This design comes from an exercise in tuning for a short achievable clock period and few clock cycles on the open sky130 flow, not from production work.
Only simulation tests tie the RTL to the original design; equivalence was not proved.

`design/flow/design.v`:
```
module scs_core (
    input  wire        clk,
    input  wire        rst,           
    output wire [15:0] imem_addr,
    input  wire [31:0] imem_rdata,
    input  wire        plen_we,       
    input  wire [15:0] plen_wdata,
    input  wire        start,         
    input  wire        exec_valid,    
    input  wire [31:0] exec_word,
    output wire [1:0]  state,
    output wire [3:0]  cause,
    output wire        busy,
    input  wire [4:0]  dbg_sel,
    output reg  [31:0] dbg_data
);
    localparam [1:0] ST_IDLE    = 2'd0;
    localparam [1:0] ST_RUNNING = 2'd1;
    localparam [1:0] ST_HALTED  = 2'd2;
    localparam [1:0] ST_FAULTED = 2'd3;
    localparam [3:0] F_NONE       = 4'd0;
    localparam [3:0] F_ILLEGAL    = 4'd1;
    localparam [3:0] F_INVALID    = 4'd2;
    localparam [3:0] F_INCOMPLETE = 4'd3;
    localparam [3:0] F_ARITY      = 4'd4;
    localparam [3:0] F_UNDERFLOW  = 4'd5;
    localparam [3:0] F_OVERFLOW   = 4'd6;
    localparam [3:0] F_DIVZERO    = 4'd7;
    localparam [3:0] F_JUMPOOB    = 4'd8;
    localparam [3:0] F_NEGSHIFT   = 4'd9;
    localparam [4:0] OP_PUSH = 5'd1,  OP_POP  = 5'd2,  OP_ADD  = 5'd3,  OP_SUB  = 5'd4;
    localparam [4:0] OP_INC  = 5'd5,  OP_DEC  = 5'd6,  OP_IMUL = 5'd7,  OP_IDIV = 5'd8;
    localparam [4:0] OP_AND  = 5'd9,  OP_OR   = 5'd10, OP_XOR  = 5'd11, OP_SHL  = 5'd12;
    localparam [4:0] OP_SHR  = 5'd13, OP_CMP  = 5'd14, OP_JE   = 5'd15, OP_JMA  = 5'd16;
    localparam [4:0] OP_JNE  = 5'd17, OP_SKIP = 5'd18;
    localparam [1:0] PH_FETCH = 2'd0;
    localparam [1:0] PH_EXEC  = 2'd1;
    reg [31:0] x   [0:7];
    reg [31:0] stk [0:15];
    reg [4:0]  depth;         
    reg        z, p;
    reg [15:0] pc;
    reg [15:0] plen;
    reg [1:0]  st;
    reg [3:0]  cs;
    reg [1:0]  phase;
    reg        exec_mode;     
    reg [31:0] ir;
    assign imem_addr = pc;
    assign state     = st;
    assign cause     = cs;
    assign busy      = (st == ST_RUNNING) | exec_mode;
    wire [4:0]  op    = ir[4:0];
    wire [2:0]  fm    = ir[7:5];
    wire [2:0]  rs1   = ir[10:8];
    wire [2:0]  rs2   = ir[13:11];
    wire [2:0]  rd    = ir[16:14];
    wire [15:0] imm16 = ir[31:16];
    wire is_binop = (op == OP_ADD) || (op == OP_SUB) || (op == OP_IMUL) || (op == OP_IDIV) ||
                    (op == OP_AND) || (op == OP_OR)  || (op == OP_XOR)  || (op == OP_SHL)  ||
                    (op == OP_SHR);
    wire is_unop  = (op == OP_INC) || (op == OP_DEC);
    wire is_jump  = (op == OP_JE)  || (op == OP_JMA) || (op == OP_JNE);
    localparam [2:0] C_EXEC = 3'd0, C_INCOMPLETE = 3'd1, C_ARITY = 3'd2, C_BADLIT = 3'd3, C_ILLEGAL = 3'd4;
    localparam [2:0] FMT_N = 3'd0, FMT_R1 = 3'd1, FMT_R2 = 3'd2, FMT_R3 = 3'd3, FMT_I = 3'd4;
    reg [2:0] cls_t;
    reg [2:0] fmt;
    always @(*) begin
        cls_t = C_ILLEGAL;
        fmt   = FMT_N;
        if (fm == 3'd6 || fm == 3'd7) begin
            cls_t = C_ILLEGAL;
        end else if (op == OP_PUSH || is_jump) begin
            case (fm)
                3'd0: cls_t = C_EXEC;
                3'd1: begin cls_t = C_EXEC; fmt = FMT_I; end
                3'd5: cls_t = C_BADLIT;
                default: cls_t = C_ARITY;
            endcase
        end else if (op == OP_POP || op == OP_SKIP) begin
            case (fm)
                3'd0: cls_t = C_EXEC;
                3'd5: cls_t = C_ILLEGAL;
                default: cls_t = C_ARITY;
            endcase
        end else if (is_binop) begin
            case (fm)
                3'd0: cls_t = C_EXEC;
                3'd1, 3'd2: cls_t = C_INCOMPLETE;
                3'd3: begin cls_t = C_EXEC; fmt = FMT_R3; end
                3'd4: cls_t = C_ARITY;
                default: cls_t = C_ILLEGAL;
            endcase
        end else if (is_unop) begin
            case (fm)
                3'd0: cls_t = C_EXEC;
                3'd1: begin cls_t = C_EXEC; fmt = FMT_R1; end
                3'd5: cls_t = C_ILLEGAL;
                default: cls_t = C_ARITY;
            endcase
        end else if (op == OP_CMP) begin
            case (fm)
                3'd0: cls_t = C_EXEC;
                3'd1: cls_t = C_INCOMPLETE;
                3'd2: begin cls_t = C_EXEC; fmt = FMT_R2; end
                3'd5: cls_t = C_ILLEGAL;
                default: cls_t = C_ARITY;
            endcase
        end
    end
    reg [31:0] mbz;
    always @(*) begin
        case (fmt)
            FMT_R1:  mbz = 32'hFFFFF800;
            FMT_R2:  mbz = 32'hFFFFC000;
            FMT_R3:  mbz = 32'hFFFE0000;
            FMT_I:   mbz = 32'h0000FF00;
            default: mbz = 32'hFFFFFF00;
        endcase
    end
    wire [2:0] cls = (cls_t == C_ILLEGAL)                        ? C_ILLEGAL :
                     ((ir & mbz) != 32'd0)                       ? C_ILLEGAL :
                     (fmt == FMT_I && is_jump && imm16 == 16'd0) ? C_ILLEGAL :
                     cls_t;
    wire [31:0] top = stk[depth - 5'd1];
    wire [31:0] nos = stk[depth - 5'd2];
    wire [31:0] xr1 = x[rs1];
    wire [31:0] xr2 = x[rs2];
    wire stack_form = (fm == 3'd0);
    wire [31:0] a_bin = stack_form ? nos : xr1;
    wire [31:0] b_bin = stack_form ? top : xr2;
    wire [31:0] a_un  = stack_form ? top : xr1;
    wire [31:0] mul_res = a_bin * b_bin;
    wire        b_big   = (b_bin[31:5] != 27'd0);    
    wire [31:0] shl_res = b_big ? 32'd0 : (a_bin << b_bin[4:0]);
    wire [31:0] shr_ar  = $signed(a_bin) >>> b_bin[4:0];
    wire [31:0] shr_res = b_big ? {32{a_bin[31]}} : shr_ar;
    reg         div_run;
    reg         div_done;
    reg  [5:0]  div_cnt;
    reg  [31:0] div_q;
    reg  [32:0] div_r;
    reg  [31:0] div_d;
    reg         div_neg;
    wire [31:0] a_mag = a_bin[31] ? (32'd0 - a_bin) : a_bin;
    wire [31:0] b_mag = b_bin[31] ? (32'd0 - b_bin) : b_bin;
    wire [32:0] div_rs    = {div_r[31:0], div_q[31]};
    wire [32:0] div_trial = div_rs - {1'b0, div_d};
    wire [31:0] div_res = div_neg ? ((32'd0 - div_q) - {31'd0, (div_r[31:0] != 32'd0)}) : div_q;
    reg [31:0] alu_res;
    always @(*) begin
        case (op)
            OP_ADD:  alu_res = a_bin + b_bin;
            OP_SUB:  alu_res = a_bin - b_bin;
            OP_IMUL: alu_res = mul_res;
            OP_IDIV: alu_res = div_res;
            OP_AND:  alu_res = a_bin & b_bin;
            OP_OR:   alu_res = a_bin | b_bin;
            OP_XOR:  alu_res = a_bin ^ b_bin;
            OP_SHL:  alu_res = shl_res;
            OP_SHR:  alu_res = shr_res;
            OP_INC:  alu_res = a_un + 32'd1;
            OP_DEC:  alu_res = a_un - 32'd1;
            default: alu_res = 32'd0;
        endcase
    end
    wire        jcond  = (op == OP_JE) ? z : ~z;
    wire [33:0] jt     = {18'd0, pc} + {{2{top[31]}}, top};
    wire        j_oob  = jt[33] || (jt >= {18'd0, plen});
    wire [15:0] jlit_pc = imm16 - 16'd2;
    reg [3:0] fault;
    always @(*) begin
        fault = F_NONE;
        case (cls)
            C_ILLEGAL:    fault = F_ILLEGAL;
            C_INCOMPLETE: fault = F_INCOMPLETE;
            C_ARITY:      fault = F_ARITY;
            C_BADLIT:     fault = F_INVALID;
            default: begin
                if (op == OP_PUSH) begin
                    if (depth == 5'd16) fault = F_OVERFLOW;
                end else if (op == OP_POP) begin
                    if (depth == 5'd0) fault = F_UNDERFLOW;
                end else if (is_binop) begin
                    if (stack_form && depth < 5'd2)          fault = F_UNDERFLOW;
                    else if (op == OP_IDIV && b_bin == 32'd0) fault = F_DIVZERO;
                    else if ((op == OP_SHL || op == OP_SHR) && b_bin[31]) fault = F_NEGSHIFT;
                end else if (is_unop) begin
                    if (stack_form && depth == 5'd0) fault = F_UNDERFLOW;
                end else if (op == OP_CMP) begin
                    if (stack_form && depth < 5'd2) fault = F_UNDERFLOW;
                end else if (is_jump) begin
                    if (stack_form) begin
                        if (depth == 5'd0) fault = F_UNDERFLOW;
                        else if (j_oob)    fault = F_JUMPOOB;
                    end
                end
            end
        endcase
    end
    wire need_div = (op == OP_IDIV) && (fault == F_NONE) && !div_done;
    reg [15:0] pc_h;
    always @(*) begin
        pc_h = pc;
        if (is_jump && jcond) begin
            if (stack_form) pc_h = jt[15:0];
            else            pc_h = jlit_pc;
        end
    end
    always @(*) begin
        if (dbg_sel[4]) begin
            dbg_data = stk[dbg_sel[3:0]];
        end else begin
            case (dbg_sel[3:0])
                4'd0, 4'd1, 4'd2, 4'd3, 4'd4, 4'd5, 4'd6, 4'd7: dbg_data = x[dbg_sel[2:0]];
                4'd8:    dbg_data = {{27{1'b0}}, depth} - 32'd1;
                4'd9:    dbg_data = {30'd0, p, z};
                4'd10:   dbg_data = {16'd0, pc};
                4'd11:   dbg_data = {16'd0, plen};
                4'd12:   dbg_data = {16'd0, 10'd0, cs, st};
                default: dbg_data = 32'd0;
            endcase
        end
    end
    integer i;
    always @(posedge clk) begin
        if (rst) begin
            for (i = 0; i < 8; i = i + 1) x[i] <= 32'd0;
            depth     <= 5'd0;
            z         <= 1'b0;
            p         <= 1'b0;
            pc        <= 16'd0;
            plen      <= 16'd0;
            st        <= ST_IDLE;
            cs        <= F_NONE;
            phase     <= PH_FETCH;
            exec_mode <= 1'b0;
            ir        <= 32'd0;
            div_run   <= 1'b0;
            div_done  <= 1'b0;
            div_cnt   <= 6'd0;
        end else begin
            if (st == ST_IDLE && !exec_mode) begin
                if (plen_we) begin
                    plen <= plen_wdata;
                end else if (start) begin
                    st    <= ST_RUNNING;
                    phase <= PH_FETCH;
                end else if (exec_valid) begin
                    ir        <= exec_word;
                    exec_mode <= 1'b1;
                    phase     <= PH_EXEC;
                end
            end else if (st == ST_RUNNING && phase == PH_FETCH) begin
                if (pc >= plen) begin
                    st <= ST_HALTED;
                end else begin
                    ir    <= imem_rdata;
                    phase <= PH_EXEC;
                end
            end else if ((st == ST_RUNNING || exec_mode) && phase == PH_EXEC) begin
                if (fault != F_NONE) begin
                    st        <= ST_FAULTED;
                    cs        <= fault;
                    exec_mode <= 1'b0;
                    phase     <= PH_FETCH;
                end else if (need_div) begin
                    if (!div_run) begin
                        div_run <= 1'b1;
                        div_cnt <= 6'd0;
                        div_q   <= a_mag;
                        div_r   <= 33'd0;
                        div_d   <= b_mag;
                        div_neg <= a_bin[31] ^ b_bin[31];
                    end else begin
                        if (div_trial[32]) begin
                            div_r <= div_rs;
                            div_q <= {div_q[30:0], 1'b0};
                        end else begin
                            div_r <= div_trial;
                            div_q <= {div_q[30:0], 1'b1};
                        end
                        div_cnt <= div_cnt + 6'd1;
                        if (div_cnt == 6'd31) begin
                            div_run  <= 1'b0;
                            div_done <= 1'b1;
                        end
                    end
                end else begin
                    div_done <= 1'b0;
                    case (op)
                        OP_PUSH: begin
                            if (fm == 3'd0) begin
                                stk[depth[3:0]] <= x[0];
                                for (i = 0; i < 7; i = i + 1) x[i] <= x[i+1];
                                x[7] <= 32'd0;
                            end else begin
                                stk[depth[3:0]] <= {{16{imm16[15]}}, imm16};
                            end
                            depth <= depth + 5'd1;
                        end
                        OP_POP: begin
                            for (i = 1; i < 8; i = i + 1) x[i] <= x[i-1];
                            x[0]  <= top;
                            depth <= depth - 5'd1;
                        end
                        OP_INC, OP_DEC: begin
                            if (stack_form) stk[depth - 5'd1] <= alu_res;
                            else            x[rs1] <= alu_res;
                        end
                        OP_CMP: begin
                            z <= (a_bin == b_bin);
                            p <= ($signed(a_bin) > $signed(b_bin));
                        end
                        OP_JE, OP_JMA, OP_JNE: begin
                            if (stack_form) depth <= depth - 5'd1;
                        end
                        OP_SKIP: ;
                        default: begin  
                            if (stack_form) begin
                                stk[depth - 5'd2] <= alu_res;
                                depth <= depth - 5'd1;
                            end else begin
                                x[rd] <= alu_res;
                            end
                        end
                    endcase
                    if (exec_mode) begin
                        pc        <= pc_h;
                        exec_mode <= 1'b0;
                    end else begin
                        pc <= pc_h + 16'd1;
                    end
                    phase <= PH_FETCH;
                end
            end
        end
    end
endmodule
```
`design/flow/run.sh`:
```
#!/bin/bash
# synth_recipe.tcl (not shown) runs the flow's synth.tcl, then flattens the netlist and writes it again
# the make line also repeats each setting of config.mk as NAME=value (left out here)
make -C /OpenROAD-flow-scripts/flow DESIGN_CONFIG=/design/flow/config.mk WORK_HOME=/design/flow/orfs CLKGATE_MAP_FILE= SYNTH_SCRIPT=/design/flow/synth_recipe.tcl finish
```
`design/flow/config.mk`:
```
export PLATFORM = sky130hd
export DESIGN_NAME = scs_core
export DESIGN_NICKNAME = scs_core
export VERILOG_FILES = /design/flow/design.v
export SDC_FILE = /design/flow/constraint.sdc
export NUM_CORES = 4
export LEC_CHECK = 0
export CAP_MARGIN = 20
export CORE_MARGIN = 2
export CORE_UTILIZATION = 40
export SLEW_MARGIN = 20
```
`design/flow/constraint.sdc`:
```
create_clock -name core_clock -period 13.0 [get_ports {clk}]
set_input_delay 2.6000 -clock core_clock [delete_from_list [all_inputs] [get_ports {clk}]]
set_output_delay 2.6000 -clock core_clock [all_outputs]
set_load 0.01 [all_outputs]
```
==> impl_results.md <==
- Status: complete, no violations
- WL/cell: 34.1 um
- Fillcell total: about 21000
- Via count: approximately 76000
- Grt total ovfl: 0
- Hold path startpoint: div_done
- Synth Warn #: 1
- Syn Area/Cell: between 10 and 15 um2
- Final min period: 12.76 ns
- Vias per std cell: roughly 6.6
- Finish-stage setup viols: 0
- Hold Crit Endpoint: div_done
- Slew @ Worst Pin: 1.28 ns
- Num CTS Buffers: 110
- GPL Wtd Cong: approximately 1.0
- Clk slew on worst S/H paths: ~0.060 ns
- I/O Pins: 145
- Buf/Inv on CP: 8
- Relative slew slack: between 10 and 15%
- Final antenna-violating net count: 0
- CTS tree: yes
- RSZ-0062 raised after global routing: no
- Register area: 27900 um2
- Nets@finish: 9325
- MaxCap Viol Count: 0
- F_max: 0.0784 GHz
- Vias in the first global route: 74000
- Final Skew: between 0.1 and 0.15 ns
- Max clock buf depth: 3
- Final Hold Viols: 0
- Worst-Skew Late Latency: 0.83 ns
- Post-synthesis register bit count: 958
- Seq/Total Area, Yosys: 31.1%
- Critical Path Source: depth[1]
- Commonest non-fill, non-tap cell in the layout: nand2_1
- Share of cells above drive strength 1: 15.6%
- Hpwl dp: 287 mm
- Hold Path Depth: 2
- Root Buffer: clkbuf_16
- Slowest CP cell: o21ai_0
- TritonRoute pass-1 iters: 8
- Post-route clock period utilization: 98.1%
- Critical-path maximum fanout: 19
- Critical path launch point type: flip-flop
- Setup TNS: 0 ns
- Port bufs: 144
- R2R Path Start: depth[1]
- Crit path capture type: flip-flop
- Starting Density: 40.2%
- H-tree Lvls: 3
- Residual DRC count: 0
- Post-synth EDFFs: 865
- Iter 0 DRT Violations: 12400
- Final WL: 393 mm
- Final worst slack: 0.244 ns
- Worst reg-to-reg path cell count: 35
- Most frequent cells in the layout: nand2_1 (1003), edfxtp_1 (865), inv_1 (747)
- Post-CTS Hold Buffers: 0
- Worst path depth: 35
- Delay-heaviest family, CP: adder cells
- Post-cts sizing count: 0
- Die width: around 480 um
- Core area: 222000 um2
- Pre-CTS setup slack: approximately 0.31 ns
- Largest net degree at the start of global routing: 148
- Top_reg_cell synth: edfxtp_1
- Mapped Cells: 8467
- # rows: 173
- Layout area overhead: 10.4%
- GRT Overall Usage: 33.6%
- First-pass GRT wire length: about 550 mm
- Critical R2R Capture: stk[7][31]
- CP peak stage delay: 0.81 ns
- Synth cell types: 125
- # clock sinks: roughly 960
- Mapped Area: 89400 um2
- Synthesized Nets: roughly 9300
- Hold WS: 0.475 ns
- Die height: 477 um
- CP Data Required Time: 13.52 ns
- Initial antenna violation count: 22
- Reg2Reg Setup Slack: 0.24 ns
- Die ar.: around 230000 um2
- Max Slew Vio Count: 0
- CP most frequent cell: xnor2_1
- Critical Path AT: about 13 ns
- Multi-input gate area: 56300 um2
- Post-CTS Setup Bufs: 0
- Fraction of registers with async set/reset: 0%
- Worst hold path type: flip-flop to flip-flop
- Critical path class: flip-flop to flip-flop
## tightest hold or removal path: stages, from the launching register on
cell and delay, ns:
dfxtp_1 0.32, nand2_1 0.06, a21oi_1 0.05
## cell families (layout without fill, tap and decap cells)
kind of cell    Yosys count  in the layout  share of synthesized area [%]
other cells               0             13                              0
flops                   958            958                           31.1
buf+inv                1372           1438                           6.50
mux                    1161           1161                           21.2
compound gates         1780           1780                           13.4
xor+xnor                274            274                           2.76
fa+ha+maj               788            788                           14.5
simple gates           2134           2134                           10.5
## flip-flops by register name, summed over array words and instances (netlist names), 2 cells and up, named ones only
signal and flops:
stk 512, x 256, div_d 32, div_q 32, div_r 32, ir 32, pc 16, plen 16
div_cnt 6, depth 5, cs 4, st 2
## synth_stat cells (47+ instances only)
cell type / count / area [um2]
mux4_2: 571 / 12900
mux2_2: 76 / 856
clkbuf_1: 328 / 1230
nor3_1: 94 / 470
nand3_1: 102 / 510
fa_1: 413 / 8270
o21ai_0: 365 / 1830
dfxtp_1: 93 / 1860
mux2i_1: 498 / 4980
edfxtp_1: 865 / 26000
a221oi_1: 62 / 543
o22ai_1: 54 / 338
buf_2: 105 / 526
ha_1: 375 / 4690
buf_1: 93 / 349
a21o_1: 89 / 668
a22oi_1: 139 / 1040
and3_1: 54 / 338
a31oi_1: 47 / 294
nor2_1: 581 / 2180
xnor2_1: 208 / 1820
inv_1: 747 / 2800
o211ai_1: 107 / 803
o21a_1: 51 / 383
a21oi_1: 375 / 1880
xor2_1: 62 / 543
a211oi_1: 100 / 751
nand2_1: 1010 / 3790
## final cells by class
| class | count | share of cell area, % |
|---|---|---|
| antenna | 13 | 0.0330 |
| clock buffer | 141 | 2.96 |
| clock inverter | 57 | 0.727 |
| inverter | 768 | 2.93 |
| multi-input combinational | 6137 | 57.1 |
| sequential | 958 | 28.2 |
| tap | 2975 | 3.77 |
| timing repair buffer | 472 | 4.20 |
## how the worst max path moves through the flow
stage,endpoint,slack [ns]
5_1_grt,stk[4][31],0.08
3_3_place_gp,stk[8][20],0.43
4_1_cts,stk[7][20],0.23
3_5_place_dp,stk[9][20],0.31
2_1_floorplan,stk[0][23],0.86
6_report,stk[7][31],0.24
## through the flow
step / util (%) / instance area (um2) / instances
floorplan: - / 89400 / 8467
global placement: 42.7 / 94900 / 11300
detailed placement: 42.7 / 94900 / 11300
CTS: 44.4 / 98500 / 11500
global route: 44.4 / 98600 / 11500
finish: 44.4 / 98600 / 11500
## metal layers
metal	part of all wire [%]	vias to the layer above	wire length, um	global-route usage [%]
li1	-	31100	-	-
met1	37	38300	144000	43.2
met2	43	5725	169000	50.1
met3	13	1237	50200	9.69
met4	7.4	24	29200	20.5
met5	0.038	-	148	0
Testbench counts, summed over its fixed seeds: cycles 218,067.

==> port drivers added, routing unchanged <==
In the flow no input, the clock included, has a driving cell. The finished layout below was timed again as built, in two steps. Step 1, drivers: a clkbuf_16 drives clk and a buf_2 each remaining input, both assumed. Step 2 moves the port delays by t, midway between the first and last clock arrival at a register: inputs arrive t later, outputs are due t later. That takes back most of the time a late clock gives input paths. Slacks: ideal ports / drivers / drivers and shift; pairs: ideal ports / drivers.
t (ns): 0.867
setup slack, ns: 0.244 / 0.244 / 0.244
clock arrival spread, ns: 0.100 / 0.100
worst register clock-pin slew, ns: 0.07 / 0.07
worst slew at a driven data input, ns: 0.08
After both steps setup and hold are still met in this run. For this run, drivers alone change the setup slack by 0.000 ns; drivers and shift together by 0.000 ns.
